Background: an optimization exercise with open tools, aiming at small area, a short achievable clock period and few clock cycles per item. Do not read the settings as production practice.
Only simulation tests tie the RTL to the original design; equivalence was not proved.
Power and IR drop assume default switching activity.

Design sine_renderer, start of the top module:
module sine_renderer (
  input  wire        clk,
  input  wire        rst,
  input  wire        cmd_valid,
  output wire        cmd_ready,
  input  wire [63:0] cmd_data,
  output wire        wr_valid,
  output wire [31:0] wr_addr,
  output wire        wr_size,
  output wire [31:0] wr_data,
  input  wire        wr_ready,
  input  wire        wr_resp_valid,
  input  wire        wr_resp_err,
  output reg  [2:0]  st_phase,
  output wire        st_done,
  output wire        st_fault,
  output wire [3:0]  st_cause,
  output reg  [31:0] st_nsamp,
  output wire [63:0] st_finfo
);
  localparam [2:0] PH_READY = 3'd0, PH_TONE = 3'd1, PH_HEADER = 3'd2,
                   PH_DONE  = 3'd3, PH_FAULT = 3'd4;
  reg  [1:0]  cause;
  reg  [63:0] finfo;       
  reg  [3:0]  hidx;
  reg         wv;          
  reg         outst;       
  reg  [24:0] rem10;       
  reg         par;         
  reg         vC, v1, v2, v3, vO;  
  reg  signed [30:0] w;    
  reg         nh;          
  reg  [30:0] f1;          
  reg         fh;          
  wire [3:0]  op   = cmd_data[63:60];
  wire [11:0] rsv  = cmd_data[59:48];
  wire [15:0] dur  = cmd_data[47:32];
  wire [31:0] freq = cmd_data[31:0];
  wire is_tone   = (op == 4'd1) && (rsv == 12'd0) && (dur != 16'd0);
  ...
Size: roughly 16000 cells after synthesis, ~1300 flip-flops.
export LEC_CHECK = 0
export CAP_MARGIN = 20
export CORE_MARGIN = 2
export CORE_UTILIZATION = 50
export PLACE_DENSITY = 0.7
export SETUP_SLACK_MARGIN = 5
export SLEW_MARGIN = 20
export SYNTH_MEMORY_MAX_BITS = 16384
create_clock -name core_clock -period 12.0 [get_ports {clk}]
run.sh (not shown) runs the stock make flow with config.mk's settings and CLKGATE_MAP_FILE= SYNTH_SCRIPT=/design/flow/synth_recipe.tcl, a recipe that flattens the netlist after the stock synthesis.
Testbench counts at the start, summed over its fixed seeds: cycles 154,402, items 76,561.
Edit:
CORE_UTILIZATION = 40   (was 50)
PLACE_DENSITY = 0.6   (was 0.7)
Core utilization went down by 11 points.
Hold slack degrades by 0.015 ns.
Combinational power came out lower by a little under a tenth.
Non-clock buffer count goes down by 21.
Fmax went up slightly.
Area after synthesis is unchanged.
Sequential power barely changes.

## green
Another version of the RTL of sine_renderer (not shown whole).
Size: about 18000 cells after synthesis, roughly 1100 flip-flops, about 240 I/O pins, ~0.15 mm² of cells after synthesis.
Settings: LEC_CHECK=0, CAP_MARGIN=20, CORE_MARGIN=2, CORE_UTILIZATION=40, PLACE_DENSITY=0.6, SETUP_SLACK_MARGIN=4.5, SLEW_MARGIN=20, SYNTH_MEMORY_MAX_BITS=16384; clock period 12.0 ns.
Every stage of the flow completed for green, and the final layout passed the timing, DRC and antenna checks.
Testbench counts of green, summed over its fixed seeds: cycles 154,402, items 76,561.
Inputs modified between green and blue:
Settings: removing SETUP_SLACK_MARGIN (formerly 4.5); changing PLACE_DENSITY from 0.6 to 0.5; changing CORE_UTILIZATION from 40 to 30.
## What came out
- blue went all the way through the flow, and no timing, DRC or antenna check failed.
- The post-detailed-placement cell area in blue was higher than what green gave.
- Diff green -> blue | total combinational power | down slightly
- Cell with the largest stage delay on the worst path = buf_4: blue; cell with the largest stage delay on the worst path = dfxtp_4: green
- Diff green..blue | cell area after synthesis | negligible
- Against green, blue comes in 0.40 mW higher on cell-internal power.

== middle ==
sine_renderer, a different RTL version from the one above (not shown whole).
Size in the first run: about 1,300 flip-flops, ~240 I/O pins.
Settings: LEC_CHECK=0, CAP_MARGIN=20, CORE_MARGIN=2, CORE_UTILIZATION=40, PLACE_DENSITY=0.6, SETUP_SLACK_MARGIN=5, SLEW_MARGIN=20, SYNTH_MEMORY_MAX_BITS=16384; clock period 12.0 ns.
Testbench counts of middle, summed over its fixed seeds: cycles 154,402, items 76,561.
Changes in north relative to middle:
--- a/flow/config.mk
+++ b/flow/config.mk
@@ -7,3 +7,3 @@
 export LEC_CHECK = 0
-export CAP_MARGIN = 20
+export CAP_MARGIN = 5
 export CORE_MARGIN = 2
@@ -12,3 +12,3 @@
 export SETUP_SLACK_MARGIN = 5
-export SLEW_MARGIN = 20
+export SLEW_MARGIN = 5
 export SYNTH_MEMORY_MAX_BITS = 16384
### Flow results
Between north and middle, the sum of net half-perimeters after detailed placement does not differ in any meaningful way.
Between north and middle, the number of nets at the end of the flow does not differ in any meaningful way.
Sequential group share of total power: north and middle compared, lower one is middle
| footprint of the multi-input gates | north vs middle | ≈ equal |
Between north and middle, the share of post-route cells with drive strength above 1 does not differ in any meaningful way.
Share of power burned in the clock network in north vs middle: down 0.4 points
Between north and middle, the difference in filler cell count in the final layout is negligible.
Re length in cells of the worst reg-to-reg path: north is 7 down on middle.
Comparing north and middle, the higher least setup slack across all paths after layout is on north.
Between north and middle, the area growth from synthesis to final layout figures differ only marginally.
Compared north against middle; clock-cell share of area within noise.

[re-timing with driven ports]
In the flow no input, the clock included, has a driving cell. The finished layouts below were timed again as built, in two steps. Step 1 sets driving cells, clkbuf_16 on the clock port and buf_2 on the other inputs (assumed; they add their load-dependent delay and slew). Step 2 moves the port delays by t, midway between the first and last clock arrival at a register: inputs arrive t later, outputs are due t later. That takes back most of the time a late clock gives input paths. Three values: ideal ports, drivers, drivers and shift; two values: the first two.
run | t, ns | setup WS [ns] | hold slack, ns | worst setup path at the end | pins driven straight from the clock port
the first run of note 1 | 0.994 | 5.034 / 4.917 / 5.153 | 0.424 / 0.424 / 0.424 | input to register | 1
the second run of note 1 | 1.009 | 5.098 / 4.985 / 5.008 | 0.409 / 0.409 / 0.409 | input to register | 1
green | 0.980 | 4.783 / 4.740 / 4.031 | 0.412 / 0.412 / 0.412 | input to register | 1
blue | 0.996 | 3.899 / 3.899 / 3.601 | 0.418 / 0.418 / 0.418 | input to register | 1
middle | 0.969 | 5.089 / 4.980 / 4.867 | 0.419 / 0.419 / 0.419 | input to register | 1
north | 0.974 | 5.135 / 5.034 / 4.872 | 0.420 / 0.420 / 0.420 | input to register | 1
After both steps setup and hold are still met in every run listed. The setup slack of green, which loses most, moves by -0.043 ns with the drivers and by -0.752 ns with both steps.
